Background: an optimization exercise with open tools, aiming at small area, a short achievable clock period and few clock cycles per item. Do not read the settings as production practice.
Where RTL was checked, it was by simulation tests only, not by an equivalence proof against the original.
The RTL of run 8 was laid out without a check of its function.
Power and IR drop assume default switching activity.

File: flow/run.sh
#!/bin/bash
# synth_recipe.tcl (not shown) runs the flow's synth.tcl, then flattens the netlist and writes it again
# the make line also repeats each setting of config.mk as NAME=value (left out here)
make -C /OpenROAD-flow-scripts/flow DESIGN_CONFIG=/design/flow/config.mk WORK_HOME=/design/flow/orfs CLKGATE_MAP_FILE= SYNTH_SCRIPT=/design/flow/synth_recipe.tcl finish
File: flow/config.mk
export PLATFORM = sky130hd
export DESIGN_NAME = etrle_enc
export DESIGN_NICKNAME = etrle_enc
export VERILOG_FILES = /design/flow/design.v
export SDC_FILE = /design/flow/constraint.sdc
export NUM_CORES = 4
export LEC_CHECK = 0
export CAP_MARGIN = 20
export CORE_MARGIN = 2
export CORE_UTILIZATION = 40
export CTS_BUF_LIST = sky130_fd_sc_hd__clkbuf_16
export CTS_CLUSTER_DIAMETER = 80
export CTS_CLUSTER_SIZE = 32
export PLACE_DENSITY = 0.6
export SETUP_SLACK_MARGIN = 5
export SLEW_MARGIN = 20
File: flow/constraint.sdc
create_clock -name core_clock -period 8.0 [get_ports {clk}]
set_input_delay 1.6000 -clock core_clock [delete_from_list [all_inputs] [get_ports {clk}]]
set_output_delay 1.6000 -clock core_clock [all_outputs]
set_load 0.01 [all_outputs]
File: flow/design.v
module etrle_enc (
    input  wire       clk,
    input  wire       rst,
    input  wire       in_valid,
    output wire       in_ready,
    input  wire [7:0] in_data,
    input  wire       in_last,     
    input  wire       in_empty,    
    output wire       out_valid,
    input  wire       out_ready,
    output wire [7:0] out_data
);
    localparam integer N  = 129;    
    localparam integer QW = 2;      
    reg  [9*N-1:0] ring;
    wire [8:0] tap = ring[9*N-1 -: 9];      
    wire [8:0] s0  = ring[8:0];             
    wire tap_v = tap[8];
    wire tap_p = !tap[8] && tap[0];
    wire s0_empty = !s0[8] && !s0[0];
    reg       r_v, r2_v;
    reg [7:0] r_d, r2_d;
    reg       r_nz, r2_nz;     
    reg       r_last, r_empty, r2_last, r2_empty;
    reg       in_rdy;
    reg       h_v;
    reg [7:0] h_d;
    reg       h_last, h_empty;
    reg       hz;          
    reg       rn126;       
    reg       lnz;         
    reg       run_lit, run_zero;
    reg [6:0] run_n;
    reg       doneP, doneDZ;
    reg [6:0]    lq [0:(1<<QW)-1];
    reg [QW:0]   lq_rd, lq_wr;      
    wire lq_full  = (lq_wr == {~lq_rd[QW], lq_rd[QW-1:0]});
    wire lq_empty = (lq_wr == lq_rd);
    reg [7:0] k;           
    reg       k1;          
    reg       rwait;       
    reg       flush;       
    reg [7:0] wcnt;
    reg       ov;
    reg [7:0] od;
    wire rnz    = r_nz;
    wire need_r = !h_empty && !h_last && hz;
    wire cls_ok = h_v && (!need_r || r_v);
    wire lit    = !h_empty && (!hz || (!h_last && lnz && rnz));
    wire zend   = h_last || rnz || (run_zero && rn126);
    wire [6:0] zn = run_zero ? run_n + 7'd1 : 7'd1;
    wire needP = lit && !run_lit;
    wire needZ = !h_empty && !lit && zend;
    wire needE = h_empty || h_last;
    wire selP  = needP && !doneP && !doneDZ;
    wire selDZ = !selP && (lit || needZ) && !doneDZ;
    wire selE  = !selP && !selDZ && needE;
    wire have_item = selP || selDZ || selE;
    wire is_last   = selE || (selDZ && !needE) || !have_item;
    wire [8:0] item = selP  ? 9'h001 :
                      selDZ ? (lit ? {1'b1, h_d} : {2'b11, zn}) :
                              9'h100;
    wire closeD = selDZ && lit && (rn126 || h_last);
    wire closeZ = !lit && !h_empty && run_lit && (needZ ? selDZ : !have_item);
    wire pushc  = closeD || closeZ;
    wire [6:0] push_val = closeD ? run_n + 7'd1 : run_n;
    wire sync   = !rwait;
    wire wr_ok  = s0_empty && (k1 || (sync && !(selDZ && lit)));
    wire commit = cls_ok && (!have_item || wr_ok) && (!pushc || !lq_full);
    wire push   = commit && pushc;
    wire write  = commit && have_item;
    wire advance = commit && is_last;
    wire take_r = r_v && (!h_v || advance);
    wire accept = in_valid && in_rdy;
    wire in_nz  = (in_data != 8'd0);
    assign in_ready = in_rdy;
    wire can_load = !ov || out_ready;
    wire act      = !flush && (!rwait || wcnt == 8'd0);
    wire rd_data  = act && tap_v && can_load;
    wire rd_ctrl  = act && tap_p && can_load && !lq_empty;
    wire stuck    = act && (tap_v || tap_p) && !rd_data && !rd_ctrl;
    wire cons     = rd_data || rd_ctrl || flush || rst;
    wire pop      = rd_ctrl;
    assign out_valid = ov;
    assign out_data  = od;
    integer i;
    always @(posedge clk) begin
        ring[9*N-1:18] <= ring[9*(N-1)-1:9];
        ring[17:9]     <= write ? item : s0;
        ring[8:0]      <= {tap[8] & ~cons, tap[7:1], tap[0] & ~cons};
        if (push) lq[lq_wr[QW-1:0]] <= push_val;
        if (take_r ? !r2_v : !r_v) begin
            r_d     <= in_data;
            r_nz    <= in_nz;
            r_last  <= in_last;
            r_empty <= in_empty;
        end else if (take_r) begin
            r_d     <= r2_d;
            r_nz    <= r2_nz;
            r_last  <= r2_last;
            r_empty <= r2_empty;
        end
        if (!r2_v) begin
            r2_d     <= in_data;
            r2_nz    <= in_nz;
            r2_last  <= in_last;
            r2_empty <= in_empty;
        end
        if (take_r) begin
            h_d     <= r_d;
            hz      <= !r_nz;
            h_last  <= r_last;
            h_empty <= r_empty;
        end
        if (rd_data || rd_ctrl)
            od <= rd_data ? tap[7:0] : {1'b0, lq[lq_rd[QW-1:0]]};
        if (rst) begin
            r_v      <= 1'b0;
            r2_v     <= 1'b0;
            in_rdy   <= 1'b1;
            rn126    <= 1'b0;
            h_v      <= 1'b0;
            lnz      <= 1'b0;
            run_lit  <= 1'b0;
            run_zero <= 1'b0;
            doneP    <= 1'b0;
            doneDZ   <= 1'b0;
            lq_rd    <= 0;
            lq_wr    <= 0;
            k        <= 8'd0;
            k1       <= 1'b0;
            rwait    <= 1'b0;
            flush    <= 1'b1;
            wcnt     <= N - 2;
            ov       <= 1'b0;
        end else begin
            if (take_r) begin
                r_v  <= r2_v || accept;
                r2_v <= 1'b0;
                in_rdy <= 1'b1;
            end else if (accept) begin
                r_v  <= 1'b1;
                r2_v <= r_v;
                in_rdy <= !r_v;
            end
            if (take_r)       h_v <= 1'b1;
            else if (advance) h_v <= 1'b0;
            if (commit) begin
                if (selP) begin
                    doneP   <= 1'b1;
                    run_lit <= 1'b1;
                    run_n   <= 7'd0;
                    rn126   <= 1'b0;
                end else if (selDZ && lit) begin
                    doneDZ  <= 1'b1;
                    run_n   <= run_n + 7'd1;
                    rn126   <= (run_n == 7'd125);
                    if (closeD) run_lit <= 1'b0;
                end else if (selDZ) begin
                    doneDZ   <= 1'b1;
                    run_lit  <= 1'b0;
                    run_zero <= 1'b0;
                end else if (!have_item && !h_empty) begin
                    run_lit  <= 1'b0;
                    run_zero <= 1'b1;
                    run_n    <= zn;
                    rn126    <= run_zero ? (run_n == 7'd125) : 1'b0;
                end
                if (advance) begin
                    doneP  <= 1'b0;
                    doneDZ <= 1'b0;
                    lnz    <= !h_empty && !h_last && !hz;
                end
            end
            if (push) lq_wr <= lq_wr + 1'b1;
            if (pop)  lq_rd <= lq_rd + 1'b1;
            k  <= write ? 8'd1 : (k == N - 1) ? 8'd0 : k + 8'd1;
            k1 <= write || (k == 8'd0);
            if (flush) begin
                if (wcnt == 8'd0) flush <= 1'b0;
                else              wcnt  <= wcnt - 8'd1;
            end else if (stuck) begin
                rwait <= 1'b1;
                wcnt  <= N - 1;
            end else if (act) begin
                rwait <= 1'b0;
            end else begin
                wcnt <= wcnt - 8'd1;
            end
            if (rd_data || rd_ctrl) ov <= 1'b1;
            else if (out_ready)     ov <= 1'b0;
        end
    end
endmodule
==> flow_summary.toml, run 1 <==
[power]
power.total_mw = 9.45
power_frac_clock_pct = 30.6
p_int_mw = 7.66
switchingPower_mw = 1.79
power_frac_seq_pct = 68.7
p_leak_nw = 12.0
ir_drop_v = 0.000189
swShare_pct = 18.9
p_per_area_nw_per_um2 = 303
comb_power_share_pct = 0.7

[drt]
drt_first_pass_iters = 5
wl_um = 31000
met1_length_um = 17200
drt_iter0_drc = 621
met3_wirelength_um = 1220
antenna_left = 0
via_count = 10300
routed_via_density = 3.96
drc_errors = 0
wl_per_cell_um = 11.9
met2_length_um = 11800
dr.max_layer_used = "met4"

[clock_tree]
cts_buffer_depth = 3
clkTransAtPathRegs_ps = 110
cts_root_buf = "clkbuf_16"
ctsHoldBuffers = 0
cts_tree = "yes"
clkSinkCount = 1275
cts_made_buffers = 47
htree_num_levels = 2
clk_latency_ps = 600

[placed_design]
gp_congestion = 0.779
io_buffers = 23
dp_hpwl_um = 17200
dp_cells = 2543
pre_cts_ws_ps = 4690
place_area_um2 = 29800

[sta]
tns_ps = 0
finalCriticalPeriod_ps = 2960
rsz0062_at_grt = "no"
fmax_mhz = 338
period_share_pct = 37.0
worstMarginPinSlew_ps = 885
relSlewSlack_pct = 41.0
final_max_slew_viol_count = 0
setup_viol = 0
worst_slack_ps = 5040
finalHoldViolations = 0
clock_skew_ps = 25.1

[final_layout]
syn_to_final_growth_pct = 9.39
stdcell_count = 2607
nets = 1678
final-seq-area_um2 = 26300
nFillCells = 6057
layout_commonest_cell = "dfxtp_1"
final_cell_mix = "dfxtp_1, edfxtp_1, nor2_1"
layout-drive-gt1-share_pct = 6.18
design_area_um2 = 31200
antennaDiodeCount = 0
multi_input_area_um2 = 2070

[yosys]
synth-seq-area-share_pct = 92.3
yosys.area_share.simple_pct = 2.43
synth_xor_xnor_area_share_pct = 0.922
synth-edff-count = 76
syn-num-nets = 1621
synth_compound_area_share_pct = 1.72
yosys_warnings = 1
synth_seq_cells = 1275
synth_cell_types = 57
synthCells = 1596
syn_area_um2 = 28500
synth_top_family_by_area = "simple AND/OR/NAND/NOR gates"
syn_area_per_cell_um2 = 17.9
synthArstFlopShare_pct = 0
synthAdderAreaFrac_pct = 0.483
ys_dominant_reg_cell = "dfxtp_1"
synth.area.mux_share_pct = 1.65

[critical_path]
critPathTopFamily = "flip-flops"
worstPathMaxFanout = 1
endpoint_kind = "output pin"
required_ps = 6400
crit_type = "reg -> out"
crit_cells = 1
crit_chain = "clkdlybuf4s15_1"
arrival_ps = 1360
crit_buf_inv = 1
cp-start-kind = "register"
max_stage_delay_ps = 490
critPathSlowestCell = "edfxtp_1"
r2r_cells = 6

[floorplan]
die_x_um = 271
row_count = 97
core_area_um2 = 70300
pin_count = 24
die_h_um = 271
start_util_pct = 40.5
die-area_um2 = 73400

[status]
outcome = "complete, no violations"

[worst_hold_path]
whs_path_depth = 0
hp-class = "reg -> reg"

[grt]
grt_max_degree = 35
grt_pass1_vias = 10200
antenna_found_initial = 0
grt.overflow.total = 0
grt_use_total_pct = 8.52
grt_pass1_wl_um = 51600

[job]
drv_cap = 0
[registers in the layout (all words and copies together) (netlist names), 3 cells and up, named ones only]
signal / flops
run_n: 7
k: 8
r_d: 8
od: 8
lq: 28
lq_rd: 3
h_d: 8
lq_wr: 3
ring: 1161
wcnt: 8
r2_d: 8
[metal layers]
| metal | up-vias | track usage (%) |
|---|---|---|
| met1 | 4930 | 13.0 |
| met2 | 133 | 11.6 |
| met4 | 0 | 3.24 |
| met3 | 54 | 2.01 |
| met5 | - | 0 |
| li1 | 5204 | - |
[layout make-up]
type,instances,area share [%]
flip-flops and latches,1275,84.3
multi-input cells,287,6.63
clock buffers,49,3.93
well taps,940,3.77
repair buffers,26,0.707
clock inverters,14,0.422
inverters,16,0.193
[synthesized netlist by cell type (3+ instances only)]
cell | count | area [um^2]
o21ai_0 | 10 | 50.1
buf_1 | 3 | 11.3
a21boi_0 | 3 | 22.5
mux2_2 | 26 | 293
a21oi_1 | 24 | 120
clkbuf_1 | 11 | 41.3
mux4_2 | 7 | 158
nand3_1 | 15 | 75.1
edfxtp_1 | 76 | 2280
ha_1 | 11 | 138
a21o_1 | 8 | 60.1
nor3_1 | 6 | 30.0
nand2_1 | 19 | 71.3
nor4_1 | 5 | 31.3
xor2_1 | 19 | 166
inv_1 | 16 | 60.1
nand4_1 | 4 | 25.0
buf_6 | 3 | 33.8
xnor2_1 | 11 | 96.3
nand2b_1 | 5 | 31.3
and2_1 | 6 | 37.5
dfxtp_1 | 1199 | 24000
nor2_1 | 55 | 206
nor2b_1 | 3 | 18.8
and3_1 | 5 | 31.3
nand3b_1 | 3 | 22.5
[worst paths after layout]
check	from	endpoint	slack, ps
min	ring[1048]$_DFF_P_	ring[1057]$_DFF_P_	310
max	od[7]$_SDFFCE_PN0P_	out_data[7]	5040
min reg2reg	ring[1048]$_DFF_P_	ring[1057]$_DFF_P_	310
max reg2reg	h_last$_DFFE_PP_	r_d[3]$_DFFE_PP_	5210
[power by group through the flow]
| stage | Sequential [mW] | Combinational [mW] | Clock, mW |
|---|---|---|---|
| 2_1_floorplan | 6.63 | 0.0490 | 0 |
| 3_3_place_gp | 6.64 | 0.0619 | 0 |
| 3_5_place_dp | 6.64 | 0.0642 | 0 |
| 4_1_cts | 6.50 | 0.0644 | 3.01 |
| 5_1_grt | 6.51 | 0.0733 | 3.23 |
| 6_report | 6.49 | 0.0650 | 2.89 |
[timing repair]
item	in CTS	in global routing
setup buffers	0	1
resized for setup	25	6
pin swaps	0	1
gates cloned	0	0
endpoints found under the setup margin	10	67
[metrics by stage]
| stage | utilization [%] | hold slack, ps |
|---|---|---|
| after CTS | 44.3 | 311 |
| after global routing | 44.3 | 310 |
| after floorplan | - | 310 |
| final | 44.3 | 312 |
| after global placement | 42.4 | 310 |
| after detailed placement | 42.4 | 312 |
[cell families (layout without fill, tap and decap cells)]
| family | after synthesis | count (layout) |
|---|---|---|
| fa+ha+maj | 11 | 11 |
| buf+inv | 34 | 105 |
| xor+xnor | 30 | 30 |
| simple gates | 140 | 140 |
| mux | 35 | 35 |
| compound gates | 71 | 71 |
| flops | 1275 | 1275 |
Testbench counts, summed over its fixed seeds: cycles 126,512, bytes 119,443.
==> run 2, diff against run 1 <==
--- a/flow/config.mk
+++ b/flow/config.mk
@@ -8,9 +8,9 @@
 export CAP_MARGIN = 20
 export CORE_MARGIN = 2
-export CORE_UTILIZATION = 40
+export CORE_UTILIZATION = 65
 export CTS_BUF_LIST = sky130_fd_sc_hd__clkbuf_16
 export CTS_CLUSTER_DIAMETER = 80
 export CTS_CLUSTER_SIZE = 32
-export PLACE_DENSITY = 0.6
+export PLACE_DENSITY = 0.75
 export SETUP_SLACK_MARGIN = 5
 export SLEW_MARGIN = 20
==> flow_summary.toml, run 2 <==
[status]
outcome = "complete, no violations"

[yosys]
synth_top_area_share_pct = 84.3
yosysMostFrequentCell = "dfxtp_1"
synth_cell_types = 57
yosys_warnings = 1
syn_area_um2 = 28500
synthAdderAreaFrac_pct = 0.483
synth-seq-area-share_pct = 92.3
synthArstFlopShare_pct = 0
synth.area.mux_share_pct = 1.65
yosys.area_share.simple_pct = 2.43
synthTopCellsByCount = "dfxtp_1, edfxtp_1, nor2_1, mux2_2, a21oi_1"
synth_xor_xnor_area_share_pct = 0.922
synthCells = 1596
synth_top_family_by_area = "simple AND/OR/NAND/NOR gates"
synthTopCellsByArea = "dfxtp_1, edfxtp_1, mux2_2"
syn_area_per_cell_um2 = 17.9
synth_seq_cells = 1275
synth_compound_area_share_pct = 1.72
ys_dominant_reg_cell = "dfxtp_1"
syn-num-nets = 1621
synth-edff-count = 76
yosysTopAreaCell = "dfxtp_1"

[clock_tree]
cts_root_buf = "clkbuf_16"
clkTransAtPathRegs_ps = 110
clk_latency_ps = 610
cts_tree = "yes"
clkSinkCount = 1275
htree_num_levels = 2
cts_buffer_depth = 3
cts_made_buffers = 46

[final_layout]
largest_reg_flops = 1161
syn_to_final_growth_pct = 7.58
largest_register = "ring"
antennaDiodeCount = 0
layout-drive-gt1-share_pct = 6.01
final_cell_mix = "dfxtp_1, edfxtp_1, nor2_1"
nets = 1680
layout_commonest_cell = "dfxtp_1"

[placed_design]
gp_congestion = 0.821
pre_cts_ws_ps = 4760
dp_hpwl_um = 17600
io_buffers = 23

[critical_path]
required_ps = 6400
endpoint_kind = "output pin"
arrival_ps = 1360
critPathTopFamily = "flip-flops"
cp-start-kind = "register"
max_stage_delay_ps = 480
crit_type = "reg -> out"
worstPathMaxFanout = 1
crit_chain = "clkdlybuf4s15_2"
critPathSlowestCell = "edfxtp_1"
regToRegSetupSlack_ps = 5200
crit_buf_inv = 1

[sta]
finalCriticalPeriod_ps = 2960
period_share_pct = 37.1
rsz0062_at_grt = "yes"
worst_slack_ps = 5040
clock_skew_ps = 34.5
tns_ps = 0
final_max_slew_viol_count = 0
setup_viol = 0
finalHoldViolations = 0
fmax_mhz = 337
relSlewSlack_pct = 42.8
worstMarginPinSlew_ps = 858

[grt]
grt_use_total_pct = 15.5
grt_pass1_wl_um = 54800
antenna_found_initial = 0
grt_max_degree = 35
grt_pass1_vias = 10500
grt.overflow.total = 0

[drt]
wl_um = 33600
wl_per_cell_um = 14.9
drt_iter0_drc = 656
met1_length_um = 16700
via_count = 10300
routed_via_density = 4.57
dr.max_layer_used = "met4"
met3_wirelength_um = 1320
drc_errors = 0
antenna_left = 0
met2_length_um = 14800
drt_first_pass_iters = 5

[floorplan]
row_count = 76
die_x_um = 213
die-area_um2 = 45500
die_h_um = 213
start_util_pct = 66.0
core_area_um2 = 43200
pin_count = 24

[power]
p_per_area_nw_per_um2 = 305
p_leak_nw = 11.9
ir_drop_v = 0.000258

[worst_hold_path]
hp-class = "reg -> reg"

[job]
drv_cap = 0
## run 2: changes by cell type in the layout (fill, tap and decap cells not counted), sizes merged
cell | previous run | this run
clkbuf | 50 | 47
dlygate4sd2 | 2 | 5
inv | 27 | 24
buf | 8 | 6
clkdlybuf4s15 | 2 | 4
bufinv | 1 | 0
## run 2: kinds of logic (layout without fill, tap and decap cells)
family / after synthesis / after routing
adder cells (fa/ha/maj): 11 / 11
AND/OR/NAND/NOR: 140 / 140
buffers and inverters: 34 / 101
flip-flops: 1275 / 1275
AO/OA/AOI/OAI: 71 / 71
XOR/XNOR: 30 / 30
multiplexers: 35 / 35
## run 2: metrics by stage
stage	utilization [%]	power, mW	cell area [um^2]	hold slack, ps	std cells
detailed placement	68.0	6.70	29400	312	2188
global placement	68.0	6.70	29400	312	2188
CTS	70.9	9.44	30600	321	2244
global route	71.0	9.65	30700	325	2248
floorplan	-	6.68	28500	310	1596
finish	71.0	9.36	30700	321	2248
## run 2: timing repair
| action | 4_1_cts | 5_1_grt |
|---|---|---|
| endpoints found under the hold margin | 0 | 0 |
| gates resized for setup | 16 | 5 |
| gates cloned | 0 | 0 |
| hold buffers | 0 | 0 |
| setup endpoints to repair | 10 | 67 |
| pin swaps | 0 | 1 |
| setup buffers | 0 | 4 |
## run 2: worst paths after layout
kind,from,endpoint,depth (start not counted)
hold reg to reg,ring[530]$_DFF_P_,ring[539]$_DFF_P_,0
hold / removal,ring[530]$_DFF_P_,ring[539]$_DFF_P_,0
setup / recovery,od[3]$_DFFE_PP_,out_data[3],1
setup reg to reg,h_last$_DFFE_PP_,r_d[5]$_DFFE_PP_,7
## run 2: final cells by class
type / count / area (um^2)
fill: 2651 / 12500
timing repair buffer: 29 / 268
sequential: 1275 / 26300
tap: 585 / 732
inverter: 16 / 60.1
clock inverter: 10 / 88.8
multi-input combinational: 287 / 2070
clock buffer: 46 / 1150
## run 2: report_power, final
group          leakage [nW]  internal [mW]  switching (mW)
registers              10.4           6.47          0.0250
clock network         0.629           1.07            1.73
logic                 0.934         0.0282          0.0368
total                  11.9           7.56            1.79
## run 2: metal layers
| layer | up-vias | track usage (%) |
|---|---|---|
| li1 | 5205 | - |
| met1 | 4882 | 22.3 |
| met2 | 122 | 24.1 |
| met3 | 56 | 2.78 |
| met4 | 0 | 5.41 |
| met5 | - | 0 |
==> run 3, diff against run 2 <==
--- a/flow/design.v
+++ b/flow/design.v
@@ -44,4 +44,5 @@
     reg       ov;
     reg [7:0] od;
+    reg [7:0] oh;
     wire rnz    = r_nz;
     wire need_r = !h_empty && !h_last && hz;
@@ -90,14 +91,9 @@
         ring[8:0]      <= {tap[8] & ~cons, tap[7:1], tap[0] & ~cons};
         if (push) lq[lq_wr[QW-1:0]] <= push_val;
-        if (take_r ? !r2_v : !r_v) begin
-            r_d     <= in_data;
-            r_nz    <= in_nz;
-            r_last  <= in_last;
-            r_empty <= in_empty;
-        end else if (take_r) begin
-            r_d     <= r2_d;
-            r_nz    <= r2_nz;
-            r_last  <= r2_last;
-            r_empty <= r2_empty;
+        if (take_r || !r_v) begin
+            r_d     <= r2_v ? r2_d     : in_data;
+            r_nz    <= r2_v ? r2_nz    : in_nz;
+            r_last  <= r2_v ? r2_last  : in_last;
+            r_empty <= r2_v ? r2_empty : in_empty;
         end
         if (!r2_v) begin
@@ -113,6 +109,10 @@
             h_empty <= r_empty;
         end
-        if (rd_data || rd_ctrl)
+        if (rd_data || rd_ctrl) begin
             od <= rd_data ? tap[7:0] : {1'b0, lq[lq_rd[QW-1:0]]};
+            oh <= ~(rd_data ? tap[7:0] : {1'b0, lq[lq_rd[QW-1:0]]});
+        end else begin
+            od <= ~oh;
+        end
         if (rst) begin
             r_v      <= 1'b0;
==> flow_summary.toml, run 3 <==
[sta]
relSlewSlack_pct = 34.3
tns_ps = 0
final_max_slew_viol_count = 0
worstMarginPinSlew_ps = 985
clock_skew_ps = 32.4
finalHoldViolations = 0
fmax_mhz = 346
rsz0062_at_grt = "no"
setup_viol = 0
period_share_pct = 36.1
finalCriticalPeriod_ps = 2890

[clock_tree]
cts_root_buf = "clkbuf_16"
cts_tree = "yes"
clkSinkCount = 1283
clk_latency_ps = 610
clkTransAtPathRegs_ps = 110
cts_made_buffers = 46
htree_num_levels = 2
cts_buffer_depth = 3

[grt]
antenna_found_initial = 0
grt_use_total_pct = 15.0
grt.overflow.total = 0
grt_pass1_wl_um = 55000
grt_max_degree = 34
grt_pass1_vias = 10400

[drt]
wl_um = 33800
wl_per_cell_um = 15.0
drt_iter0_drc = 623
antenna_left = 0
drc_errors = 0
routed_via_density = 4.57
drt_first_pass_iters = 4
via_count = 10300

[yosys]
yosys_warnings = 1
synth-seq-area-share_pct = 92.0
yosysMostFrequentCell = "dfxtp_1"
synth-edff-count = 65
syn_area_per_cell_um2 = 17.8
syn_area_um2 = 28600
synth_cell_types = 65
synthTopCellsByCount = "dfxtp_1, edfxtp_1, nor2_1, nand2_1, a21oi_1"
synthArstFlopShare_pct = 0
syn-num-nets = 1631
yosysTopAreaCell = "dfxtp_1"
ys_dominant_reg_cell = "dfxtp_1"
synth_seq_cells = 1283
synthCells = 1606
synth_top_area_share_pct = 85.1
synthTopCellsByArea = "dfxtp_1, edfxtp_1, mux2i_1"

[power]
power.total_mw = 9.45
p_leak_nw = 12.1
ir_drop_v = 0.000228
p_per_area_nw_per_um2 = 307

[worst_hold_path]
hp-class = "reg -> reg"

[placed_design]
dp_hpwl_um = 18100
gp_congestion = 0.790
io_buffers = 23

[floorplan]
core_area_um2 = 43300
row_count = 76
pin_count = 24
die-area_um2 = 45800
start_util_pct = 66.2
die_x_um = 214
die_h_um = 214

[final_layout]
nFillCells = 2656
nets = 1686
final_cell_mix = "dfxtp_1, edfxtp_1, clkbuf_16"
syn_to_final_growth_pct = 7.36
antennaDiodeCount = 0
largest_reg_flops = 1161
layout-drive-gt1-share_pct = 6.10
largest_register = "ring"
layout_commonest_cell = "dfxtp_1"

[critical_path]
cp-start-kind = "register"
max_stage_delay_ps = 390
critPathSlowestCell = "dfxtp_2"
endpoint_kind = "output pin"
critPathTopFamily = "flip-flops"
crit_buf_inv = 1
crit_chain = "dlygate4sd2_1"
required_ps = 6400
crit_type = "reg -> out"
arrival_ps = 1290
worstPathMaxFanout = 1

[status]
outcome = "complete, no violations"

[job]
drv_cap = 0
run 3: path summary, 6_finish.rpt:
| kind | from | end | slack (ps) | depth (start not counted) |
|---|---|---|---|---|
| max | od[2]$_DFF_P_ | out_data[2] | 5110 | 1 |
| min | ring[166]$_DFF_P_ | ring[175]$_DFF_P_ | 320 | 0 |
| max reg2reg | h_last$_DFFE_PP_ | r_empty$_DFFE_PP_ | 5250 | 5 |
| min reg2reg | ring[166]$_DFF_P_ | ring[175]$_DFF_P_ | 320 | 0 |
run 3: final cells by class:
type | instances | area, um^2 | share of cell area [%]
timing repair buffer | 24 | 229 | 0.745
sequential | 1283 | 26300 | 85.7
multi-input combinational | 291 | 2160 | 7.01
tap | 585 | 732 | 2.38
clock inverter | 12 | 80.1 | 0.260
clock buffer | 46 | 1150 | 3.74
inverter | 15 | 56.3 | 0.183
run 3: timing repair:
item,4_1_cts,5_1_grt
hold buffers,0,0
pin swaps,0,0
hold endpoints to repair,0,0
endpoints found under the setup margin,10,1
setup buffers,0,0
resized for setup,14,1
run 3: kinds of logic after synthesis:
logic type	share of synthesized area [%]
muxes	1.66
and+or+nand+nor	2.55
xor gates and xnor gates	0.917
buffers and inverters	0.515
DFF	92.0
AOI/OAI and AO/OA	1.91
adders and majority gates	0.481
run 3: stage by stage:
step	setup WS, ps	hold slack [ps]	utilization, %	instances	instance area, um^2
floorplan	5330	310	-	1606	28600
global placement	4730	312	68.2	2198	29500
detailed placement	4680	312	68.2	2198	29500
CTS	4810	323	71.1	2256	30700
global route	5050	321	71.1	2256	30700
finish	5110	317	71.1	2256	30700
run 3: report_power, final:
group | internal [mW] | switching, mW
Sequential | 6.55 | 0.0420
Clock | 1.06 | 1.72
Combinational | 0.0321 | 0.0457
run 3: worst reg2reg max path: stages (launching register included):
cell and delay [ps]:
edfxtp_1 520, nand3b_4 230, a2111oi_4 590, a21oi_2 220, o211ai_4 320, nand3_1 470
run 3: per-layer routing:
| metal | up-vias | wire [um] | track usage (%) |
|---|---|---|---|
| met4 | 0 | 541 | 3.71 |
| met2 | 123 | 14800 | 22.7 |
| met5 | - | 0 | 0 |
| met3 | 42 | 1500 | 3.39 |
| met1 | 4916 | 16900 | 22.2 |
| li1 | 5226 | - | - |
Testbench counts of run 3, summed over its fixed seeds: cycles 126,512, bytes 119,443.
==> run 4, diff against run 3 <==
==> flow/flow/run.sh (new file) <==
#!/bin/bash
set -o pipefail
export SETUP_SLACK_MARGIN=5.6
bash standard.sh 2>&1 | tee standard_flow.log
==> flow/standard.sh (new file) <==
#!/bin/bash
# synth_recipe.tcl (not shown) runs the flow's synth.tcl, then flattens the netlist and writes it again
# the make line also repeats each setting of config.mk as NAME=value (left out here)
make -C /OpenROAD-flow-scripts/flow DESIGN_CONFIG=/design/flow/config.mk WORK_HOME=/design/flow/orfs CLKGATE_MAP_FILE= SYNTH_SCRIPT=/design/flow/synth_recipe.tcl "${@:-finish}"
--- a/flow/config.mk
+++ b/flow/config.mk
@@ -13,4 +13,3 @@
 export CTS_CLUSTER_SIZE = 32
 export PLACE_DENSITY = 0.75
-export SETUP_SLACK_MARGIN = 5
 export SLEW_MARGIN = 20
removed: flow/run.sh
==> flow_summary.toml, run 4 <==
[critical_path]
arrival_ps = 1130
critPathTopFamily = "flip-flops"
cp-start-kind = "register"
crit_buf_inv = 1
worstPathMaxFanout = 1
critPathSlowestCell = "dfxtp_4"
crit_chain = "buf_6"
endpoint_kind = "output pin"
crit_type = "reg -> out"
max_stage_delay_ps = 390
required_ps = 6400

[final_layout]
largest_reg_flops = 1161
nFillCells = 2617
antennaDiodeCount = 0
nets = 1705
final-seq-area_um2 = 26400
layout-drive-gt1-share_pct = 8.93
layout_commonest_cell = "dfxtp_1"
final_cell_mix = "dfxtp_1, edfxtp_1, clkbuf_16"
multi_input_area_um2 = 2290
largest_register = "ring"
syn_to_final_growth_pct = 8.50

[sta]
rsz0062_at_grt = "yes"
setup_viol = 0
clock_skew_ps = 27.9
worstMarginPinSlew_ps = 756
final_max_slew_viol_count = 0
worst_slack_ps = 5270
period_share_pct = 34.1
relSlewSlack_pct = 49.4
fmax_mhz = 366
finalCriticalPeriod_ps = 2730
tns_ps = 0
finalHoldViolations = 0

[clock_tree]
cts_tree = "yes"
cts_root_buf = "clkbuf_16"
htree_num_levels = 2
cts_made_buffers = 46
clkTransAtPathRegs_ps = 120
clk_latency_ps = 620
clkSinkCount = 1283
ctsHoldBuffers = 0
cts_buffer_depth = 3

[drt]
antenna_left = 0
drt_iter0_drc = 718
routed_via_density = 4.54
wl_um = 33700
drc_errors = 0
drt_first_pass_iters = 4
wl_per_cell_um = 14.8
via_count = 10300

[yosys]
synth-seq-area-share_pct = 92.0
yosysTopAreaCell = "dfxtp_1"
syn_area_per_cell_um2 = 17.8
synthArstFlopShare_pct = 0
synth_cell_types = 65
syn_area_um2 = 28600
syn-num-nets = 1631
synth_top_area_share_pct = 85.1
synthTopCellsByArea = "dfxtp_1, edfxtp_1, mux2i_1"
synthTopCellsByCount = "dfxtp_1, edfxtp_1, nor2_1, nand2_1, a21oi_1"
yosysMostFrequentCell = "dfxtp_1"
synthCells = 1606
ys_dominant_reg_cell = "dfxtp_1"
yosys_warnings = 1
synth-edff-count = 65
synth_seq_cells = 1283

[worst_hold_path]
hp-class = "reg -> reg"

[job]
drv_cap = 0

[floorplan]
die-area_um2 = 45800
core_area_um2 = 43300
row_count = 76
die_h_um = 214
die_x_um = 214
start_util_pct = 66.2
pin_count = 24

[power]
p_per_area_nw_per_um2 = 304
power_frac_seq_pct = 69.6
p_leak_nw = 12.2
ir_drop_v = 0.000265
swShare_pct = 19.1
switchingPower_mw = 1.81
power_frac_clock_pct = 29.4
p_int_mw = 7.65
comb_power_share_pct = 1.0

[grt]
grt_pass1_wl_um = 54600
grt_use_total_pct = 14.8
grt_max_degree = 34
grt_pass1_vias = 10500
antenna_found_initial = 0
grt.overflow.total = 0

[placed_design]
dp_hpwl_um = 17700
io_buffers = 23
pre_cts_ws_ps = 4230
gp_congestion = 0.762

[status]
outcome = "complete, no violations"
-- run 4: changes by cell type in the layout (fill, tap and decap cells not counted), moves of 3 or more --
cell and delta:
and2_2 -3, and2_4 +5, buf_4 +16, buf_6 +10
dfxtp_1 -6, dfxtp_4 +6, dlygate4sd2_1 -9, o21ai_4 +3
-- run 4: routing by layer --
| layer | part of all wire (%) | wire length (um) | vias up | global-route usage, % |
|---|---|---|---|---|
| met4 | 2.0 | 690 | 0 | 4.41 |
| li1 | - | - | 5273 | - |
| met2 | 43 | 14500 | 116 | 22.1 |
| met5 | 0 | 0 | - | 0 |
| met1 | 51 | 17100 | 4886 | 21.8 |
| met3 | 4.2 | 1420 | 52 | 3.54 |
-- run 4: timing repair --
item                                    CTS  global route
resized for setup                        79            12
pin swaps                                 2             4
gates cloned                              0             1
endpoints found under the setup margin  114            76
setup buffers                             9            10
-- run 4: kinds of logic after synthesis --
| kind of cell | synth area share, % |
|---|---|
| AO/OA/AOI/OAI | 1.91 |
| XOR/XNOR | 0.917 |
| adder cells (fa/ha/maj) | 0.481 |
| buffers and inverters | 0.515 |
| flip-flops | 92.0 |
| multiplexers | 1.66 |
| AND/OR/NAND/NOR | 2.55 |
-- run 4: path summary, 6_finish.rpt --
check             slack, ps            startpoint            endpoint  cells after the start
hold reg to reg         320    ring[1142]$_DFF_P_  ring[1151]$_DFF_P_                      0
setup / recovery       5270         od[6]$_DFF_P_         out_data[6]                      1
hold / removal          320    ring[1142]$_DFF_P_  ring[1151]$_DFF_P_                      0
setup reg to reg       5680  wcnt[0]$_SDFFE_PP1P_       od[3]$_DFF_P_                      7
-- run 4: through the flow --
stage / std cells / util [%] / power, mW / area [um^2] / hold WS (ps)
3_5_place_dp: 2197 / 68.3 / 6.81 / 29600 / 312
2_1_floorplan: 1606 / - / 6.78 / 28700 / 310
5_1_grt: 2275 / 71.8 / 9.77 / 31100 / 312
3_3_place_gp: 2197 / 68.3 / 6.80 / 29600 / 311
4_1_cts: 2264 / 71.5 / 9.53 / 30900 / 313
6_report: 2275 / 71.8 / 9.46 / 31100 / 316
-- run 4: cell type report --
cell class                 count  share of cell area (%)
multi-input combinational    292                    7.36
tap                          585                    2.36
clock inverter                12                   0.254
clock buffer                  46                    3.70
timing repair buffer          42                    1.28
sequential                  1283                    84.8
inverter                      15                   0.201
-- run 4: power by group through the flow --
stage          Clock [mW]  Sequential (mW)  Combinational, mW
2_1_floorplan           0             6.71             0.0631
3_3_place_gp            0             6.73             0.0749
3_5_place_dp            0             6.73             0.0789
4_1_cts              2.85             6.59             0.0886
5_1_grt              3.06             6.60              0.106
6_report             2.78             6.59             0.0967
==> run 5, diff against run 4 <==
==> flow/flow/run.sh (replaced) <==
#!/bin/bash
set -o pipefail
export SETUP_SLACK_MARGIN=5.3
bash standard.sh 2>&1 | tee standard_flow.log
--- a/flow/config.mk
+++ b/flow/config.mk
@@ -6,4 +6,5 @@
 export NUM_CORES = 4
 export LEC_CHECK = 0
+export ABC_AREA = 1
 export CAP_MARGIN = 20
 export CORE_MARGIN = 2
==> flow_summary.toml, run 5 <==
[final_layout]
largest_reg_flops = 1161
stdcell_count = 2402
layout_commonest_cell = "dfxtp_1"
final_cell_mix = "dfxtp_1, nand2_1, inv_1"
antennaDiodeCount = 0
nets = 1829
layout-drive-gt1-share_pct = 6.44
syn_to_final_growth_pct = 7.82
largest_register = "ring"

[drt]
antenna_left = 0
wl_um = 35100
drc_errors = 0
drt_first_pass_iters = 4
drt_iter0_drc = 679
routed_via_density = 4.56
wl_per_cell_um = 14.6
via_count = 11000

[critical_path]
r2r_cells = 7
crit_cells = 1
endpoint_kind = "output pin"
cp-start-kind = "register"
critPathSlowestCell = "dfxtp_4"
reg2reg_to = "lq[2][5]$_DFFE_PP_"
worstPathMaxFanout = 1
r2r-start = "h_last$_DFFE_PP_"
max_stage_delay_ps = 390
crit_chain = "buf_2"
crit_start = "od[3]$_DFF_P_"
required_ps = 6400
crit_type = "reg -> out"
arrival_ps = 1130
critPathTopFamily = "flip-flops"
setup.worst_path.end = "out_data[3]"
crit_buf_inv = 1
regToRegSetupSlack_ps = 5440

[sta]
fmax_mhz = 366
setup_viol = 0
relSlewSlack_pct = 54.5
finalCriticalPeriod_ps = 2730
worstMarginPinSlew_ps = 683
final_max_slew_viol_count = 0
tns_ps = 0
worst_slack_ps = 5270
period_share_pct = 34.2
timing.hold.ws_ps = 326
finalHoldViolations = 0
rsz0062_at_grt = "yes"
clock_skew_ps = 23.0

[yosys]
ys_dominant_reg_cell = "dfxtp_1"
synthTopCellsByArea = "dfxtp_1, edfxtp_1, nand2_1"
synth_compound_area_share_pct = 2.11
synth-seq-area-share_pct = 91.8
yosysTopAreaCell = "dfxtp_1"
synthArstFlopShare_pct = 0
syn_area_um2 = 28700
synth-edff-count = 65
synthAdderAreaFrac_pct = 0.480
synthCells = 1742
synth.area.mux_share_pct = 0
syn_area_per_cell_um2 = 16.5
synth_top_area_share_pct = 85.0
synth_seq_cells = 1283
synth_xor_xnor_area_share_pct = 0.671
yosys_warnings = 1
syn-num-nets = 1767
synthTopCellsByCount = "dfxtp_1, nand2_1, nor2_1, inv_1, edfxtp_1"
synth_top_family_by_area = "simple AND/OR/NAND/NOR gates"
synth_cell_types = 38
yosys.area_share.simple_pct = 3.86
yosysMostFrequentCell = "dfxtp_1"

[floorplan]
start_util_pct = 66.2
die_x_um = 214
row_count = 76
core_area_um2 = 43400
die_h_um = 214
pin_count = 24
die-area_um2 = 45900

[clock_tree]
cts_root_buf = "clkbuf_16"
cts_buffer_depth = 3
clkTransAtPathRegs_ps = 120
clk_latency_ps = 610
cts_made_buffers = 46
clkSinkCount = 1283
htree_num_levels = 2
cts_tree = "yes"

[worst_hold_path]
hp-class = "reg -> reg"

[placed_design]
io_buffers = 23
pre_cts_ws_ps = 4460
dp_cells = 2339
gp_congestion = 0.751
dp_hpwl_um = 18900

[grt]
grt_use_total_pct = 15.6
antenna_found_initial = 0
grt_max_degree = 34
grt_pass1_wl_um = 57700
grt_pass1_vias = 11200
grt.overflow.total = 0

[power]
p_per_area_nw_per_um2 = 305
power_frac_seq_pct = 69.4
power_frac_clock_pct = 29.8
power.total_mw = 9.45
p_leak_nw = 12.4
p_int_mw = 7.63
comb_power_share_pct = 0.9
swShare_pct = 19.2
switchingPower_mw = 1.81
ir_drop_v = 0.000200

[status]
outcome = "complete, no violations"

[job]
drv_cap = 0
[run 5: logic make-up (layout without fill, tap and decap cells)]
kind of cell	Yosys count	in the layout
xor+xnor	22	22
buf+inv	83	158
fa+ha+maj	11	11
simple gates	245	245
flops	1283	1283
compound gates	98	98
[run 5: layout make-up]
type	instances	area (um^2)
fillers	2704	12400
repair buffers	24	243
clock buffers	47	1180
flip-flops and latches	1283	26400
well taps	585	732
repair inverters	1	5.00
clock inverters	14	82.6
inverters	72	274
multi-input cells	376	2070
[run 5: worst min-delay path by stage]
| stage | to | startpoint | cells past startpoint | slack (ps) |
|---|---|---|---|---|
| 2_1_floorplan | ring[1000]$_DFF_P_ | ring[991]$_DFF_P_ | 0 | 310 |
| 3_3_place_gp | ring[593]$_DFF_P_ | ring[584]$_DFF_P_ | 0 | 310 |
| 3_5_place_dp | ring[1046]$_DFF_P_ | ring[1037]$_DFF_P_ | 0 | 310 |
| 4_1_cts | ring[484]$_DFF_P_ | ring[475]$_DFF_P_ | 0 | 310 |
| 5_1_grt | ring[484]$_DFF_P_ | ring[475]$_DFF_P_ | 0 | 320 |
| 6_report | ring[484]$_DFF_P_ | ring[475]$_DFF_P_ | 0 | 330 |
[run 5: repair_timing]
item / CTS / global route
cloned: 1 / 0
buffers inserted: 0 / 1
gates resized for setup: 64 / 10
endpoints found under the setup margin: 46 / 64
hold buffers: 0 / 0
[run 5: layer usage]
metal	vias to the layer above	GRT usage [%]	wire length (um)	share of wire [%]
met5	-	0	0	0
met4	0	4.49	733	2.1
met3	63	3.19	1390	4.0
met2	156	23.9	15200	43
met1	5173	23.0	17800	51
li1	5572	-	-	-
[run 5: power groups by stage]
stage / Combinational, mW / Clock, mW / Sequential, mW
floorplan: 0.0580 / 0 / 6.69
finish: 0.0817 / 2.81 / 6.55
detailed placement: 0.0793 / 0 / 6.70
global placement: 0.0753 / 0 / 6.70
CTS: 0.0810 / 2.88 / 6.56
global route: 0.0914 / 3.10 / 6.56
[run 5: metrics by stage]
stage,utilization (%),area (um^2)
after floorplan,-,28700
after CTS,71.3,30900
after detailed placement,68.3,29600
after global placement,68.3,29600
after global routing,71.4,30900
final,71.4,30900
==> run 6, diff against run 5 <==
--- a/flow/config.mk
+++ b/flow/config.mk
@@ -6,5 +6,4 @@
 export NUM_CORES = 4
 export LEC_CHECK = 0
-export ABC_AREA = 1
 export CAP_MARGIN = 20
 export CORE_MARGIN = 2
==> flow_summary.toml, run 6 <==
[final_layout]
syn_to_final_growth_pct = 7.62
layout-drive-gt1-share_pct = 7.47
nets = 1689
nFillCells = 2635
antennaDiodeCount = 0
final_cell_mix = "dfxtp_1, edfxtp_1, clkbuf_16"
largest_reg_flops = 1161
layout_commonest_cell = "dfxtp_1"
largest_register = "ring"

[grt]
grt-busiest-layer = "met2"
met2_usage_pct = 22.7
grt.overflow.total = 0
antenna_found_initial = 0
met3_usage_pct = 3.39
grt_max_degree = 34
grt_pass1_wl_um = 55000
grt_use_total_pct = 15.0
use_met1_pct = 22.2
grt_pass1_vias = 10400

[yosys]
synth_seq_cells = 1283
ys_dominant_reg_cell = "dfxtp_1"
synth-edff-count = 65
synthArstFlopShare_pct = 0
synthTopCellsByArea = "dfxtp_1, edfxtp_1, mux2i_1"
synth_cell_types = 65
synth-seq-area-share_pct = 92.0
synth_top_area_share_pct = 85.1
syn_area_per_cell_um2 = 17.8
yosysTopAreaCell = "dfxtp_1"
synthCells = 1606
synthTopCellsByCount = "dfxtp_1, edfxtp_1, nor2_1, nand2_1, a21oi_1"
yosysMostFrequentCell = "dfxtp_1"
syn-num-nets = 1631
yosys_warnings = 1
syn_area_um2 = 28600

[critical_path]
endpoint_kind = "output pin"
worstPathMaxFanout = 1
critPathSlowestCell = "dfxtp_4"
critPathTopFamily = "flip-flops"
regToRegSetupSlack_ps = 5420
crit_buf_inv = 1
r2r_cells = 5
max_stage_delay_ps = 380
r2r-start = "h_last$_DFFE_PP_"
crit_chain = "buf_6"
reg2reg_to = "lq[0][1]$_DFFE_PP_"
cp-start-kind = "register"
crit_type = "reg -> out"
required_ps = 6400
arrival_ps = 1120

[worst_hold_path]
whs_path_depth = 0
hp-class = "reg -> reg"
hold_path_end = "ring[175]$_DFF_P_"
hp-start = "ring[166]$_DFF_P_"

[sta]
finalCriticalPeriod_ps = 2720
final_max_slew_viol_count = 0
finalHoldViolations = 0
tns_ps = 0
clock_skew_ps = 33.2
worstMarginPinSlew_ps = 713
period_share_pct = 34.0
rsz0062_at_grt = "yes"
fmax_mhz = 368
relSlewSlack_pct = 52.3
setup_viol = 0
timing.hold.ws_ps = 319

[clock_tree]
cts_tree = "yes"
clkTransAtPathRegs_ps = 110
cts_buffer_depth = 3
ctsHoldBuffers = 0
cts_root_buf = "clkbuf_16"
clkSinkCount = 1283
cts_made_buffers = 46
clk_latency_ps = 610
htree_num_levels = 2

[placed_design]
io_buffers = 23
dp_hpwl_um = 18100
gp_congestion = 0.790

[drt]
drt_first_pass_iters = 4
antenna_left = 0
wl_per_cell_um = 15.0
drc_errors = 0
via_count = 10300
routed_via_density = 4.56
drt_iter0_drc = 579
wl_um = 33900

[floorplan]
row_count = 76
pin_count = 24
core_area_um2 = 43300
die_x_um = 214
die_h_um = 214
start_util_pct = 66.2
die-area_um2 = 45800

[job]
drv_cap = 0

[power]
p_per_area_nw_per_um2 = 307
p_leak_nw = 12.1
ir_drop_v = 0.000228

[status]
outcome = "complete, no violations"
==> run 6: what timing repair did <==
item                       4_1_cts  5_1_grt
setup endpoints to repair       21       39
buffers inserted                 1        2
pin swaps                        0        1
gates resized for setup         66        4
==> run 6: routing by layer <==
| metal | part of all wire (%) | vias to the layer above |
|---|---|---|
| met4 | 1.6 | 0 |
| met3 | 4.3 | 41 |
| met5 | 0 | - |
| met1 | 50 | 4906 |
| met2 | 44 | 117 |
| li1 | - | 5231 |
==> run 6: worst max-delay path by stage <==
stage	from	to	slack (ps)	cells past startpoint
detailed placement	out_ready	oh[0]$_DFFE_PN_	4680	5
CTS	od[4]$_DFF_P_	out_data[4]	5250	1
floorplan	out_ready	oh[0]$_DFFE_PN_	5330	4
finish	od[5]$_DFF_P_	out_data[5]	5280	1
global route	od[5]$_DFF_P_	out_data[5]	5230	1
global placement	rst	run_n[3]$_SDFFCE_PN0P_	4730	4
==> run 6: power by group <==
part           switching [mW]  total, mW  internal, mW
logic                  0.0464     0.0798        0.0335
clock network            1.72       2.79          1.06
registers              0.0423       6.59          6.55
total                    1.81       9.45          7.64
==> run 6: cells by family (layout without fill, tap and decap cells) <==
| family | count (synthesis) | count (layout) | share of synthesized area (%) |
|---|---|---|---|
| AOI/OAI and AO/OA | 73 | 73 | 1.91 |
| and+or+nand+nor | 140 | 140 | 2.55 |
| DFF | 1283 | 1283 | 92.0 |
| muxes | 37 | 37 | 1.66 |
| buffers and inverters | 32 | 100 | 0.515 |
| adders and majority gates | 11 | 11 | 0.481 |
| xor gates and xnor gates | 30 | 30 | 0.917 |
==> run 6: layout make-up <==
cell class / instances / area (um^2) / share of cell area [%]
Timing Repair Buffer: 27 / 273 / 0.885
Tap cell: 585 / 732 / 2.37
Sequential cell: 1283 / 26400 / 85.5
Clock inverter: 12 / 80.1 / 0.260
Multi-Input combinational cell: 291 / 2170 / 7.03
Clock buffer: 46 / 1150 / 3.73
Inverter: 15 / 60.1 / 0.195
==> run 6: through the flow <==
step	setup slack, ps	std cells	util [%]	total power, mW	cell area [um^2]
final	5280	2259	71.2	9.45	30800
after global routing	5230	2259	71.2	9.77	30800
after CTS	5250	2257	71.2	9.54	30800
after detailed placement	4680	2198	68.2	6.81	29500
after global placement	4730	2198	68.2	6.80	29500
after floorplan	5330	1606	-	6.78	28600
==> run 7, diff against run 6 <==
--- a/flow/config.mk
+++ b/flow/config.mk
@@ -8,8 +8,8 @@
 export CAP_MARGIN = 20
 export CORE_MARGIN = 2
-export CORE_UTILIZATION = 65
+export CORE_UTILIZATION = 55
 export CTS_BUF_LIST = sky130_fd_sc_hd__clkbuf_16
 export CTS_CLUSTER_DIAMETER = 80
 export CTS_CLUSTER_SIZE = 32
-export PLACE_DENSITY = 0.75
+export PLACE_DENSITY = 0.65
 export SLEW_MARGIN = 20
==> flow_summary.toml, run 7 <==
[status]
outcome = "complete, no violations"

[final_layout]
layout_commonest_cell = "dfxtp_1"
layout-drive-gt1-share_pct = 7.70
nets = 1688
antennaDiodeCount = 0
design_area_um2 = 31100
largest_register = "ring"
largest_reg_flops = 1161
final_cell_mix = "dfxtp_1, edfxtp_1, clkbuf_16"
finish.utilization_pct = 60.4
nFillCells = 3719
syn_to_final_growth_pct = 8.48

[worst_hold_path]
hp-class = "reg -> reg"

[power]
ir_drop_v = 0.000232
swShare_pct = 19.0
p_per_area_nw_per_um2 = 308
p_int_mw = 7.75
switchingPower_mw = 1.81
power_frac_clock_pct = 30.3
power_frac_seq_pct = 68.9
comb_power_share_pct = 0.8
p_leak_nw = 12.1

[drt]
wl_per_cell_um = 13.0
drc_errors = 0
drt_iter0_drc = 625
routed_via_density = 4.31
drt_first_pass_iters = 4
antenna_left = 0
wl_um = 30700
via_count = 10200

[sta]
worstMarginPinSlew_ps = 764
fmax_mhz = 368
period_share_pct = 33.9
final_max_slew_viol_count = 0
relSlewSlack_pct = 48.8
rsz0062_at_grt = "yes"
finalCriticalPeriod_ps = 2710
finalHoldViolations = 0
setup_viol = 0
tns_ps = 0
clock_skew_ps = 19.6

[grt]
grt_pass1_vias = 10000
grt.overflow.total = 0
grt_max_degree = 34
grt_use_total_pct = 11.7
grt_pass1_wl_um = 50800
antenna_found_initial = 0

[critical_path]
max_stage_delay_ps = 380
worstPathMaxFanout = 1
critPathTopFamily = "flip-flops"
crit_type = "reg -> out"
critPathSlowestCell = "dfxtp_4"
crit_buf_inv = 1
cp-start-kind = "register"
arrival_ps = 1110
required_ps = 6400
crit_chain = "buf_6"
endpoint_kind = "output pin"

[placed_design]
gp_congestion = 0.735
dp_hpwl_um = 16500
place_area_um2 = 29600
io_buffers = 23

[floorplan]
die_x_um = 232
core_area_um2 = 51400
start_util_pct = 55.7
row_count = 83
die_h_um = 232
pin_count = 24
die-area_um2 = 53900

[yosys]
synthArstFlopShare_pct = 0
yosysTopAreaCell = "dfxtp_1"
syn_area_um2 = 28600
synth-edff-count = 65
syn_area_per_cell_um2 = 17.8
ys_dominant_reg_cell = "dfxtp_1"
synth_seq_cells = 1283
synth_top_area_share_pct = 85.1
synthTopCellsByArea = "dfxtp_1, edfxtp_1, mux2i_1"
synth_cell_types = 65
yosys_warnings = 1
yosysMostFrequentCell = "dfxtp_1"
syn-num-nets = 1631
synthCells = 1606
synthTopCellsByCount = "dfxtp_1, edfxtp_1, nor2_1, nand2_1, a21oi_1"
synth-seq-area-share_pct = 92.0

[clock_tree]
clkSinkCount = 1283
clk_latency_ps = 610
htree_num_levels = 2
cts_root_buf = "clkbuf_16"
cts_tree = "yes"
cts_buffer_depth = 3
cts_made_buffers = 47
clkTransAtPathRegs_ps = 110

[job]
drv_cap = 0
[run 7: what timing repair did]
item                       4_1_cts  5_1_grt
setup endpoints to repair       47       46
pin swaps                        0        2
hold buffers                     0        0
resized for setup               68        7
setup buffers                    1        1
[run 7: per-layer routing]
metal / vias up / GRT usage (%) / wire length [um]
li1: 5235 / - / -
met1: 4775 / 18.2 / 17000
met2: 106 / 15.9 / 11800
met3: 50 / 2.38 / 1190
met4: 0 / 4.51 / 763
met5: - / 0 / 0
[run 7: area by class of cell]
| cell class | instances | area [um^2] | area share [%] |
|---|---|---|---|
| flip-flops and latches | 1283 | 26400 | 84.9 |
| multi-input cells | 291 | 2170 | 6.98 |
| clock buffers | 49 | 1230 | 3.95 |
| well taps | 680 | 851 | 2.74 |
| repair buffers | 25 | 256 | 0.826 |
| clock inverters | 13 | 145 | 0.467 |
| inverters | 15 | 60.1 | 0.193 |
[run 7: worst register-to-register path, cell delays in order, from the launching register on]
cell	delay, ps
edfxtp_1	490
clkbuf_2	200
and3b_2	230
o211a_1	270
nor2_1	230
o211ai_4	160
a21oi_2	590
[run 7: cells by family (layout without fill, tap and decap cells)]
logic type,after synthesis,after routing,synth area share [%]
flops,1283,1283,92.0
simple gates,140,140,2.55
compound gates,73,73,1.91
mux,37,37,1.66
buf+inv,32,102,0.515
xor+xnor,30,30,0.917
fa+ha+maj,11,11,0.481
[run 7: through the flow]
step           worst slack, ps  instances  power [mW]  hold WS (ps)
3_3_place_gp              4220       2292        6.80           311
3_5_place_dp              4120       2292        6.81           312
5_1_grt                   5230       2356        9.89           312
2_1_floorplan             5330       1606        6.78           310
4_1_cts                   5120       2355        9.66           317
6_report                  5290       2356        9.56           316
[run 7: final timing paths]
check | slack, ps | to | from | depth (start not counted)
max | 5290 | out_data[4] | od[4]$_DFF_P_ | 1
min | 320 | ring[317]$_DFF_P_ | ring[308]$_DFF_P_ | 0
max reg2reg | 5470 | h_last$_DFFE_PP_ | h_last$_DFFE_PP_ | 6
min reg2reg | 320 | ring[317]$_DFF_P_ | ring[308]$_DFF_P_ | 0
[run 7: power by group through the flow]
stage                     Combinational [mW]  Clock [mW]  Sequential, mW
after detailed placement              0.0766           0            6.73
after global placement                0.0746           0            6.73
after floorplan                       0.0620           0            6.71
final                                 0.0782        2.90            6.58
after global routing                  0.0868        3.21            6.60
after CTS                             0.0778        3.00            6.59
==> run 8, diff against run 7 <==
--- a/flow/design.v
+++ b/flow/design.v
@@ -12,5 +12,4 @@
 );
     localparam integer N  = 129;    
-    localparam integer QW = 2;      
     reg  [9*N-1:0] ring;
     wire [8:0] tap = ring[9*N-1 -: 9];      
@@ -33,8 +32,11 @@
     reg [6:0] run_n;
     reg       doneP, doneDZ;
-    reg [6:0]    lq [0:(1<<QW)-1];
-    reg [QW:0]   lq_rd, lq_wr;      
-    wire lq_full  = (lq_wr == {~lq_rd[QW], lq_rd[QW-1:0]});
-    wire lq_empty = (lq_wr == lq_rd);
+    localparam integer LQ = 6;
+    reg [6:0] lq [0:LQ-1];
+    reg [2:0] lq_rd, lq_wr;
+    reg       lq_rl, lq_wl;
+    wire lq_same  = (lq_wr == lq_rd);
+    wire lq_full  = lq_same && (lq_wl != lq_rl);
+    wire lq_empty = lq_same && (lq_wl == lq_rl);
     reg [7:0] k;           
     reg       k1;          
@@ -90,5 +92,5 @@
         ring[17:9]     <= write ? item : s0;
         ring[8:0]      <= {tap[8] & ~cons, tap[7:1], tap[0] & ~cons};
-        if (push) lq[lq_wr[QW-1:0]] <= push_val;
+        if (push) lq[lq_wr] <= push_val;
         if (take_r || !r_v) begin
             r_d     <= r2_v ? r2_d     : in_data;
@@ -110,6 +112,6 @@
         end
         if (rd_data || rd_ctrl) begin
-            od <= rd_data ? tap[7:0] : {1'b0, lq[lq_rd[QW-1:0]]};
-            oh <= ~(rd_data ? tap[7:0] : {1'b0, lq[lq_rd[QW-1:0]]});
+            od <= rd_data ? tap[7:0] : {1'b0, lq[lq_rd]};
+            oh <= ~(rd_data ? tap[7:0] : {1'b0, lq[lq_rd]});
         end else begin
             od <= ~oh;
@@ -126,6 +128,8 @@
             doneP    <= 1'b0;
             doneDZ   <= 1'b0;
-            lq_rd    <= 0;
-            lq_wr    <= 0;
+            lq_rd    <= 3'd0;
+            lq_wr    <= 3'd0;
+            lq_rl    <= 1'b0;
+            lq_wl    <= 1'b0;
             k        <= 8'd0;
             k1       <= 1'b0;
@@ -173,6 +177,12 @@
                 end
             end
-            if (push) lq_wr <= lq_wr + 1'b1;
-            if (pop)  lq_rd <= lq_rd + 1'b1;
+            if (push) begin
+                lq_wr <= (lq_wr == LQ - 1) ? 3'd0 : lq_wr + 3'd1;
+                if (lq_wr == LQ - 1) lq_wl <= ~lq_wl;
+            end
+            if (pop) begin
+                lq_rd <= (lq_rd == LQ - 1) ? 3'd0 : lq_rd + 3'd1;
+                if (lq_rd == LQ - 1) lq_rl <= ~lq_rl;
+            end
             k  <= write ? 8'd1 : (k == N - 1) ? 8'd0 : k + 8'd1;
             k1 <= write || (k == 8'd0);
--- a/flow/config.mk
+++ b/flow/config.mk
@@ -8,8 +8,8 @@
 export CAP_MARGIN = 20
 export CORE_MARGIN = 2
-export CORE_UTILIZATION = 55
+export CORE_UTILIZATION = 65
 export CTS_BUF_LIST = sky130_fd_sc_hd__clkbuf_16
 export CTS_CLUSTER_DIAMETER = 80
 export CTS_CLUSTER_SIZE = 32
-export PLACE_DENSITY = 0.65
+export PLACE_DENSITY = 0.75
 export SLEW_MARGIN = 20
==> flow_summary.toml, run 8 <==
[status]
outcome = "complete, no violations"

[grt]
grt_pass1_wl_um = 57300
grt_pass1_vias = 10900
grt-busiest-layer = "met2"
grt_max_degree = 34
met3_usage_pct = 3.31
grt.overflow.total = 0
grt_use_total_pct = 15.4
met2_usage_pct = 23.3
use_met1_pct = 22.6
antenna_found_initial = 0

[final_layout]
syn_to_final_growth_pct = 8.05
stdcell_count = 2328
largest_reg_flops = 1161
layout_commonest_cell = "dfxtp_1"
antennaDiodeCount = 0
final_cell_mix = "dfxtp_1, edfxtp_1, nor2_1"
layout-drive-gt1-share_pct = 6.97
largest_register = "ring"
nets = 1745

[placed_design]
io_buffers = 23
dp_hpwl_um = 18500
dp_cells = 2258
gp_congestion = 0.776

[yosys]
synth_cell_types = 60
synth_top_area_share_pct = 83.6
syn_area_per_cell_um2 = 17.6
yosys.area_share.simple_pct = 2.82
yosys_warnings = 1
syn-num-nets = 1685
synth_xor_xnor_area_share_pct = 1.02
synth.area.mux_share_pct = 1.79
synth_compound_area_share_pct = 1.84
syn_area_um2 = 29200
synthAdderAreaFrac_pct = 0.257
synth-seq-area-share_pct = 91.7
synth-edff-count = 79
synthTopCellsByCount = "dfxtp_1, edfxtp_1, nor2_1, nand2_1, a21oi_1"
synthCells = 1665
synth_top_family_by_area = "simple AND/OR/NAND/NOR gates"
synthTopCellsByArea = "dfxtp_1, edfxtp_1, mux2i_1"
synth_seq_cells = 1300
ys_dominant_reg_cell = "dfxtp_1"
yosysTopAreaCell = "dfxtp_1"
synthArstFlopShare_pct = 0
yosysMostFrequentCell = "dfxtp_1"

[critical_path]
crit_buf_inv = 1
required_ps = 6400
endpoint_kind = "output pin"
arrival_ps = 1110
cp-start-kind = "register"
critPathSlowestCell = "dfxtp_2"
crit_type = "reg -> out"
max_stage_delay_ps = 390
crit_chain = "buf_6"
worstPathMaxFanout = 1
critPathTopFamily = "flip-flops"

[sta]
finalCriticalPeriod_ps = 2710
worstMarginPinSlew_ps = 866
setup_viol = 0
fmax_mhz = 369
final_max_slew_viol_count = 0
rsz0062_at_grt = "yes"
relSlewSlack_pct = 42.2
finalHoldViolations = 0
period_share_pct = 33.9
clock_skew_ps = 21.3
tns_ps = 0

[power]
comb_power_share_pct = 0.8
switchingPower_mw = 1.80
swShare_pct = 18.9
p_leak_nw = 12.2
p_int_mw = 7.72
ir_drop_v = 0.000257
power_frac_seq_pct = 69.7
p_per_area_nw_per_um2 = 301
power_frac_clock_pct = 29.5

[clock_tree]
clkSinkCount = 1300
clkTransAtPathRegs_ps = 110
clk_latency_ps = 610
ctsHoldBuffers = 0
cts_root_buf = "clkbuf_16"
cts_made_buffers = 46
cts_tree = "yes"
cts_buffer_depth = 3
htree_num_levels = 2

[drt]
wl_um = 35000
via_count = 10700
drt_iter0_drc = 522
antenna_left = 0
routed_via_density = 4.60
drc_errors = 0
drt_first_pass_iters = 4
wl_per_cell_um = 15.0

[floorplan]
die_x_um = 216
die_h_um = 216
die-area_um2 = 46700
pin_count = 24
core_area_um2 = 44300
row_count = 77
start_util_pct = 66.0

[job]
drv_cap = 0

[worst_hold_path]
hp-class = "reg -> reg"
## run 8: cell families (layout without fill, tap and decap cells)
| family | count (synthesis) | after routing |
|---|---|---|
| simple gates | 163 | 163 |
| xor+xnor | 34 | 34 |
| mux | 42 | 42 |
| fa+ha+maj | 6 | 6 |
| flops | 1300 | 1300 |
| buf+inv | 38 | 109 |
| compound gates | 82 | 82 |
## run 8: area by class of cell
class	instances	area, um^2
multi-input cells	327	2370
inverters	16	61.3
fillers	2708	12700
flip-flops and latches	1300	26800
repair buffers	34	352
well taps	592	741
clock inverters	12	58.8
clock buffers	47	1180
## run 8: power groups by stage
stage | clock network [mW] | registers [mW] | logic (mW)
after floorplan | 0 | 6.77 | 0.0488
after global placement | 0 | 6.78 | 0.0620
after detailed placement | 0 | 6.79 | 0.0638
after CTS | 2.89 | 6.64 | 0.0673
after global routing | 3.09 | 6.65 | 0.0818
final | 2.81 | 6.64 | 0.0740
## run 8: through the flow
step           instance area (um^2)  utilization (%)  hold WS, ps  total power, mW  worst slack [ps]
6_report                      31600             71.3          316             9.52              5290
5_1_grt                       31600             71.3          328             9.83              5240
4_1_cts                       31500             71.0          311             9.60              5240
3_5_place_dp                  30100             68.0          312             6.85              3820
3_3_place_gp                  30100             68.0          312             6.85              3940
2_1_floorplan                 29200                -          310             6.82              5340
## run 8: repair_timing
action / CTS / global route
gates resized for setup: 76 / 8
endpoints found under the hold margin: 0 / 0
pin swaps: 1 / 1
setup buffers: 4 / 7
setup endpoints to repair: 89 / 86
## run 8: metal layers
layer	up-vias	share of wire, %
met1	5078	51
met2	110	44
met5	-	0
met4	0	2.2
li1	5469	-
met3	61	3.6
## run 8: final timing paths
kind,from,endpoint,slack (ps),cells past startpoint
worst max register to register,run_zero$_SDFFE_PP0P_,lq[4][4]$_DFFE_PP_,5370,7
worst min register to register,ring[867]$_DFF_P_,ring[876]$_DFF_P_,320,0
worst max-delay path,od[3]$_DFF_P_,out_data[3],5290,1
worst min-delay path,ring[867]$_DFF_P_,ring[876]$_DFF_P_,320,0

## static timing again, ports no longer ideal
How much do the figures lean on ideal ports? The routed layouts below were timed once more, with nothing changed but the port constraints. Step 1, drivers: a clkbuf_16 drives clk and a buf_2 each remaining input, both assumed. Step 2 adds t to the input delays and takes it off the output delays; t is the mean of the earliest and latest rising clock arrival at the registers after step 1. Input paths then give back, and output paths get back, about the clock's delay inside the block. Three values: no drivers, after step 1, after step 2; two values: the first two.
run	t (ns)	slack for setup (ns)	latest minus earliest clock arrival (ns)	worst slew at a driven data input, ns
run 1	0.647	5.039 / 4.981 / 4.732	0.036 / 0.035	0.06
run 2	0.649	5.035 / 4.981 / 4.765	0.035 / 0.035	0.03
run 3	0.649	5.109 / 5.058 / 4.651	0.036 / 0.036	0.03
run 4	0.653	5.271 / 5.221 / 5.013	0.029 / 0.029	0.03
run 5	0.659	5.265 / 5.207 / 4.719	0.023 / 0.023	0.04
run 6	0.649	5.282 / 5.230 / 4.773	0.034 / 0.035	0.03
run 7	0.656	5.285 / 5.230 / 4.806	0.022 / 0.022	0.04
run 8	0.655	5.287 / 5.235 / 4.808	0.029 / 0.029	0.04
After both steps every run listed still meets setup and hold. The setup slack of run 5, which loses most, moves by -0.058 ns with the drivers and by -0.546 ns with both steps.
